Context: an optimization exercise on an open-source flow, tuned for small area, a short achievable clock period and few clock cycles. The choices shown serve that exercise and are no tape-out recipe. Only simulation tests tie the RTL to the original design; equivalence was not proved. Power figures rest on the tool's default switching activity, not on a simulated workload.

**flow/config.mk**
```make
export PLATFORM = sky130hd
export DESIGN_NAME = fpc_compress
export DESIGN_NICKNAME = fpc_compress
export VERILOG_FILES = /design/flow/design.v
export SDC_FILE = /design/flow/constraint.sdc
export NUM_CORES = 4
export LEC_CHECK = 0
export CAP_MARGIN = 20
export CORE_MARGIN = 2
export CORE_UTILIZATION = 40
export PLACE_DENSITY = 0.6
export SLEW_MARGIN = 20
```
**flow/constraint.sdc**
```tcl
create_clock -name core_clock -period 11.0 [get_ports {clk}]
set_input_delay 2.2000 -clock core_clock [delete_from_list [all_inputs] [get_ports {clk}]]
set_output_delay 2.2000 -clock core_clock [all_outputs]
set_load 0.01 [all_outputs]
```
**flow/design.v**
```verilog
module fpc_compress (
    input  wire        clk,
    input  wire        rst,           
    input  wire        start,
    input  wire        cfg_w8,        
    output wire        start_ready,
    input  wire        in_valid,
    output wire        in_ready,
    input  wire [63:0] in_data,
    input  wire        in_last,
    output reg         out_valid,
    input  wire        out_ready,
    output reg  [63:0] out_data,
    output reg  [3:0]  out_bytes,
    output reg         out_last
);
    localparam [7:0] LEVEL = 8'd4;
    localparam [7:0] BYTE_ORDER = 8'd0;
    localparam NENT = 16;
    localparam [2:0] S_IDLE  = 3'd0,
                     S_HDR   = 3'd1,
                     S_E1    = 3'd2,
                     S_E2    = 3'd3,
                     S_EMIT  = 3'd4,
                     S_DRAIN = 3'd5;
    reg [2:0] state;
    reg       w8;
    reg [63:0] fcm_t  [0:NENT-1];
    reg [63:0] dfcm_t [0:NENT-1];
    reg [3:0]  fcm_h;
    reg [3:0]  dfcm_h;
    reg [63:0] dfcm_prev;
    reg        last_seen;     
    wire       pad = (state == S_E2) && last_seen;
    wire [63:0] raw_v = pad ? 64'd0 : in_data;
    wire [63:0] v = w8 ? raw_v : {32'd0, raw_v[31:0]};
    wire [63:0] pf     = fcm_t[fcm_h];
    wire [63:0] pd_sum = dfcm_t[dfcm_h] + dfcm_prev;
    wire [63:0] pd     = w8 ? pd_sum : {32'd0, pd_sum[31:0]};
    wire [63:0] xf     = pf ^ v;
    wire [63:0] xd     = pd ^ v;
    wire [63:0] d_sum  = v - dfcm_prev;
    wire [63:0] delta  = w8 ? d_sum : {32'd0, d_sum[31:0]};
    wire [3:0] fcm_h_nx  = w8 ? v[51:48] : ({fcm_h[2:0], 1'b0} ^ v[25:22]);
    wire [3:0] dfcm_h_nx = w8 ? ({dfcm_h[1:0], 2'b00} ^ delta[43:40]) : delta[26:23];
    function [3:0] lzb;
        input [63:0] x;
        input        is8;
        integer i;
        reg     stop;
        begin
            lzb  = 4'd0;
            stop = 1'b0;
            if (is8) begin
                for (i = 7; i >= 0; i = i - 1)
                    if (!stop) begin
                        if (x[8*i +: 8] == 8'd0) lzb = lzb + 4'd1;
                        else stop = 1'b1;
                    end
            end else begin
                for (i = 3; i >= 0; i = i - 1)
                    if (!stop) begin
                        if (x[8*i +: 8] == 8'd0) lzb = lzb + 4'd1;
                        else stop = 1'b1;
                    end
            end
        end
    endfunction
    wire [3:0] cf = lzb(xf, w8);
    wire [3:0] cd = lzb(xd, w8);
    wire        sel_d = (cd > cf);
    wire [3:0]  cnt   = sel_d ? cd : cf;
    wire [63:0] res   = sel_d ? xd : xf;
    wire [2:0]  code  = (w8 && cnt >= 4'd4) ? cnt[2:0] - 3'd1 : cnt[2:0];
    wire [3:0]  tlen  = w8 ? ((cnt == 4'd4) ? 4'd5 : 4'd8 - cnt) : 4'd4 - cnt;
    reg  [55:0] acc;
    reg  [2:0]  acc_cnt;
    wire        out_free = !out_valid || out_ready;
    reg         push;
    reg  [7:0]  push_byte;
    reg         push_final;
    reg        f1, f2;
    reg [2:0]  c1, c2;
    reg [63:0] x1, x2;
    reg [3:0]  t1, t2;
    reg        final_rec;
    reg [1:0]  emit_sel;      
    reg [3:0]  emit_idx;
    reg [1:0]  hdr_idx;
    assign start_ready = (state == S_IDLE);
    assign in_ready    = (state == S_E1) || ((state == S_E2) && !last_seen);
    wire take_e1 = (state == S_E1) && in_valid;
    wire take_e2 = (state == S_E2) && (last_seen || in_valid);
    wire enc_go  = take_e1 || take_e2;
    wire rec_last_byte = ((emit_sel == 2'd0) && t1 == 4'd0 && t2 == 4'd0) ||
                         ((emit_sel == 2'd1) && emit_idx == t1 - 4'd1 && t2 == 4'd0) ||
                         ((emit_sel == 2'd2) && emit_idx == t2 - 4'd1);
    always @(*) begin
        push       = 1'b0;
        push_byte  = 8'd0;
        push_final = 1'b0;
        if (state == S_HDR) begin
            push = 1'b1;
            case (hdr_idx)
                2'd0:    push_byte = w8 ? 8'd8 : 8'd4;
                2'd1:    push_byte = LEVEL;
                default: push_byte = BYTE_ORDER;
            endcase
        end else if (state == S_EMIT) begin
            push = 1'b1;
            case (emit_sel)
                2'd0:    push_byte = {f1, c1, f2, c2};
                2'd1:    push_byte = x1[8*emit_idx +: 8];
                default: push_byte = x2[8*emit_idx +: 8];
            endcase
            push_final = final_rec && rec_last_byte;
        end
    end
    wire push_go = push && out_free;
    integer k;
    always @(posedge clk) begin
        if (rst) begin
            state     <= S_IDLE;
            out_valid <= 1'b0;
            acc_cnt   <= 3'd0;
            last_seen <= 1'b0;
            final_rec <= 1'b0;
        end else begin
            if (out_valid && out_ready)
                out_valid <= 1'b0;
            if (push_go) begin
                if (acc_cnt == 3'd7 || push_final) begin
                    out_valid <= 1'b1;
                    out_data  <= ({8'd0, acc} & ~({64{1'b1}} << (8 * acc_cnt))) |
                                 ({56'd0, push_byte} << (8 * acc_cnt));
                    out_bytes <= {1'b0, acc_cnt} + 4'd1;
                    out_last  <= push_final;
                    acc_cnt   <= 3'd0;
                end else begin
                    acc[8*acc_cnt +: 8] <= push_byte;
                    acc_cnt <= acc_cnt + 3'd1;
                end
            end
            if (enc_go) begin
                fcm_t[fcm_h]   <= v;
                dfcm_t[dfcm_h] <= delta;
                fcm_h          <= fcm_h_nx;
                dfcm_h         <= dfcm_h_nx;
                dfcm_prev      <= v;
            end
            case (state)
                S_IDLE: begin
                    if (start) begin
                        w8        <= cfg_w8;
                        fcm_h     <= 4'd0;
                        dfcm_h    <= 4'd0;
                        dfcm_prev <= 64'd0;
                        for (k = 0; k < NENT; k = k + 1) begin
                            fcm_t[k]  <= 64'd0;
                            dfcm_t[k] <= 64'd0;
                        end
                        hdr_idx <= 2'd0;
                        state   <= S_HDR;
                    end
                end
                S_HDR: begin
                    if (push_go) begin
                        hdr_idx <= hdr_idx + 2'd1;
                        if (hdr_idx == 2'd2)
                            state <= S_E1;
                    end
                end
                S_E1: begin
                    if (take_e1) begin
                        f1        <= sel_d;
                        c1        <= code;
                        x1        <= res;
                        t1        <= tlen;
                        last_seen <= in_last;
                        state     <= S_E2;
                    end
                end
                S_E2: begin
                    if (take_e2) begin
                        f2        <= sel_d;
                        c2        <= code;
                        x2        <= res;
                        t2        <= tlen;
                        final_rec <= last_seen || in_last;
                        last_seen <= 1'b0;
                        emit_sel  <= 2'd0;
                        emit_idx  <= 4'd0;
                        state     <= S_EMIT;
                    end
                end
                S_EMIT: begin
                    if (push_go) begin
                        if (rec_last_byte) begin
                            state <= final_rec ? S_DRAIN : S_E1;
                        end else if (emit_sel == 2'd0) begin
                            emit_sel <= (t1 != 4'd0) ? 2'd1 : 2'd2;
                            emit_idx <= 4'd0;
                        end else if (emit_sel == 2'd1 && emit_idx == t1 - 4'd1) begin
                            emit_sel <= 2'd2;
                            emit_idx <= 4'd0;
                        end else begin
                            emit_idx <= emit_idx + 4'd1;
                        end
                    end
                end
                S_DRAIN: begin
                    if (out_valid && out_ready)
                        state <= S_IDLE;
                end
                default: state <= S_IDLE;
            endcase
        end
    end
endmodule
```
**flow/run.sh**
```bash
#!/bin/bash
# synth_recipe.tcl (not shown) runs the flow's synth.tcl, then flattens the netlist and writes it again
# the make line also repeats each setting of config.mk as NAME=value (left out here)
make -C /OpenROAD-flow-scripts/flow DESIGN_CONFIG=/design/flow/config.mk WORK_HOME=/design/flow/orfs CLKGATE_MAP_FILE= SYNTH_SCRIPT=/design/flow/synth_recipe.tcl finish
```
==> reports/metrics.yaml <==
drt:
  drc: 0
  route.detailed.vias_per_inst: 5.698
  detailroute.via_count: 93918
  route.final.wire_length_um: 392600
  initialDrtViolationCount: 10606
  firstDrtPassIters: 6
  antenna_left: 0
  avgRoutedWirePerCell_um: 23.82
timing:
  max_freq_ghz: 0.09515
  timing.final.crit_share: 0.9555
  post-route-min-period_ps: 10510
  worst-slew-pin-transition_ps: 1259
  grt_setup_unrepaired: "no"
  finClkSkew_ps: 87.08
  totalNegativeSetupSlack_ps: 0
  final-max-slew-violation-count: 0
  holdWs_ps: 448.5
  relSlewSlack: 0.1529
  setup_viol: 0
  hold_viol: 0
final_layout:
  fillCellCount: 26927
  layout-drive-gt1-share: 0.1288
  most-common-layout-cells: "sky130_fd_sc_hd__nor2_1 (2559), sky130_fd_sc_hd__dfxtp_1 (2057), sky130_fd_sc_hd__a21oi_1 (2041)"
  multi_input_comb_area_mm2: 0.05699
  area_growth_pct: 13.07
  mostFrequentLayoutCell: "sky130_fd_sc_hd__nor2_1"
  ff_latch_area_mm2: 0.05188
  final_nets: 12772
worst_hold_path:
  timing.hold.worst.class: "flip-flop to flip-flop"
global_route:
  gr-usage-all-layers: 0.2659
  wire_length_of_the_first_global_routing_pass_um: 582000
  antenna_violations_before_repair: 9
  gr-total-overflow: 0
  number_of_global_route_vias_before_repair: 87959
  grt_start_max_net_pins: 191
synth:
  synth_sequential_area_ratio: 0.4577
  synth_seq_cells: 2415
  synth_cells: 12818
  async_flop_share: 0
  syn_nets: 13049
  synth_edf_count: 350
  ys.warnings.count: 1
  yosys_most_used_dff: "sky130_fd_sc_hd__dfxtp_1"
  syn_area_mm2: 0.1133
  syn_avg_cell_area_um2: 8.837
  yosys.cell_types.count: 105
critical_path:
  cp_data_required_time_ps: 11770
  critical-path-max-stage-delay_ps: 530
  crit_fanout: 16
  crit_path_frequent_cell: "sky130_fd_sc_hd__ha_1"
  crit_path_top_delay_cell: "sky130_fd_sc_hd__mux4_2"
  cp-end-kind: "flip-flop"
  setup.worst_path.class: "flip-flop to flip-flop"
  startpoint_type: "flip-flop"
  crit_arrival_ps: 11280
floorplan:
  die_width_um: 536.2
  num_rows: 195
  initial_utilization: 0.4016
  num_io_pins: 143
  die_y_um: 536.2
  design.core.area_mm2: 0.2820
  fp.dieArea_mm2: 0.2875
run:
  max_cap_viol_count: 0
clocking:
  clockBufferDepth: 4
  htree_levels: 5
  insertion_delay_ps: 980
  cts_buffers: 282
  clk_pin_slew_ps: 60
  cts.root.buffer_cell: "sky130_fd_sc_hd__clkbuf_16"
  sink_count: 2415
  cts_tree: "yes"
pwr:
  cellPowerDensity_mw_per_mm2: 200.0
  leakagePower_nw: 48.50
  irDropWorstVdd_mv: 0.1353
placement:
  place.detailed.hpwl_um: 248300
  portbufs: 142
  routabilityCongestion: 1.004
run_status:
  status: "no timing/DRC/antenna violations"
state kept, by name (all words and copies together), names as in the netlist, 2 cells and up, named ones only:
name / count
emit_idx: 4
dfcm_prev: 64
out_data: 64
x1: 64
c1: 3
fcm_t: 1024
t2: 4
x2: 64
emit_sel: 2
acc: 56
hdr_idx: 2
fcm_h: 4
t1: 4
acc_cnt: 3
c2: 3
state: 3
dfcm_h: 4
dfcm_t: 1024
out_bytes: 4
metrics by stage:
stage	setup WS [ps]	util	area [um^2]	instances	power, W
floorplan	86.42	-	113300	12818	0.01423
global placement	76.27	0.4212	118800	15990	0.01645
detailed placement	164.3	0.4212	118800	15990	0.01646
CTS	130.0	0.4527	127700	16471	0.02555
global route	35.11	0.4541	128100	16483	0.02655
finish	489.8	0.4541	128100	16484	0.02561
logic make-up (layout without fill, tap and decap cells):
group                    Yosys count  after routing  synth area share
buffers and inverters           1303           1223           0.04550
adder cells (fa/ha/maj)          160            160           0.01781
flip-flops                      2415           2415            0.4577
multiplexers                     771            771            0.1406
XOR/XNOR                         267            267           0.02153
other                              0              3                 0
AND/OR/NAND/NOR                 5034           5034            0.1793
AO/OA/AOI/OAI                   2868           2868            0.1375
synth_stat cells (112+ instances only):
cell type,number,area (um^2)
sky130_fd_sc_hd__a21oi_1,2046,10240
sky130_fd_sc_hd__clkbuf_1,930,3491
sky130_fd_sc_hd__dfxtp_1,2065,41340
sky130_fd_sc_hd__edfxtp_1,350,10510
sky130_fd_sc_hd__ha_1,158,1977
sky130_fd_sc_hd__inv_1,202,758.2
sky130_fd_sc_hd__mux2i_1,112,1121
sky130_fd_sc_hd__mux4_2,648,14590
sky130_fd_sc_hd__nand2_1,1793,6730
sky130_fd_sc_hd__nand3_1,294,1471
sky130_fd_sc_hd__nor2_1,2582,9692
sky130_fd_sc_hd__o21ai_0,383,1917
sky130_fd_sc_hd__xnor2_1,206,1804
what timing repair did:
item                       CTS  global route
gates resized for setup      0            52
hold buffers                 0             0
setup buffers                0             7
setup endpoints to repair    0           108
metal layers:
layer	vias to the layer above	global-route usage	share of wire
met3	658	0.03782	0.075
li1	43652	-	-
met4	2	0.09442	0.038
met5	-	0	0.000033
met1	45807	0.3643	0.43
met2	3799	0.4280	0.46
power breakdown:
group	leakage, nW	internal [W]	switching, W	total, W
logic	24.1	0.00221	0.00447	0.00668
clock network	4.38	0.00536	0.00378	0.00915
registers	20.0	0.00943	0.000365	0.00979
total	48.5	0.0170	0.00861	0.0256
worst max-delay path: cells and delay by family (launching register included):
family / cells / cell delay [ps]
multiplexers: 4 / 1620
flip-flops: 1 / 500
buffers and inverters: 8 / 1320
AND/OR/NAND/NOR: 11 / 2010
AO/OA/AOI/OAI: 17 / 3350
adder cells (fa/ha/maj): 5 / 1400
XOR/XNOR: 1 / 160
area by class of cell:
cell class	count	share of cell area
Multi-Input combinational cell	9100	0.4449
Sequential cell	2415	0.4051
Clock buffer	395	0.06293
Timing Repair Buffer	536	0.03794
Tap cell	3743	0.03657
Clock inverter	86	0.006379
Inverter	206	0.006115
Antenna cell	3	0.00005861
final timing paths:
check | from | to | slack [ps] | depth (start not counted)
hold / removal | dfcm_t[2][42] | dfcm_t[2][42] | 450 | 2
setup reg to reg | flip-flop | c1[1] | 490 | 46
hold reg to reg | dfcm_t[2][42] | dfcm_t[2][42] | 450 | 2
setup / recovery | flip-flop | c1[1] | 490 | 46
Testbench counts, summed over its fixed seeds: cycles 36,224.

[what the ideal ports hide]
The flow's constraints put no driver on any port. The routed layout listed below was extracted and timed again, unchanged, in two steps.
Step 1, drivers: a clkbuf_16 drives clk and a buf_2 each remaining input, both assumed.
Step 2, shift: input delay + t, output delay - t, t = (earliest + latest rising clock arrival at the registers) / 2. This alone moves slack from input paths to output paths.
a / b / c = ideal / step 1 / step 2; a / b = the first two.
t (ns): 1.028
setup slack, ns: 0.490 / 0.490 / 0.308
worst setup path at the end: input to register
worst data-port slew with drivers (ns): 0.13
After both steps this run still meets setup and hold. The setup slack of this run moves by 0.000 ns with the drivers and by -0.182 ns with both steps.
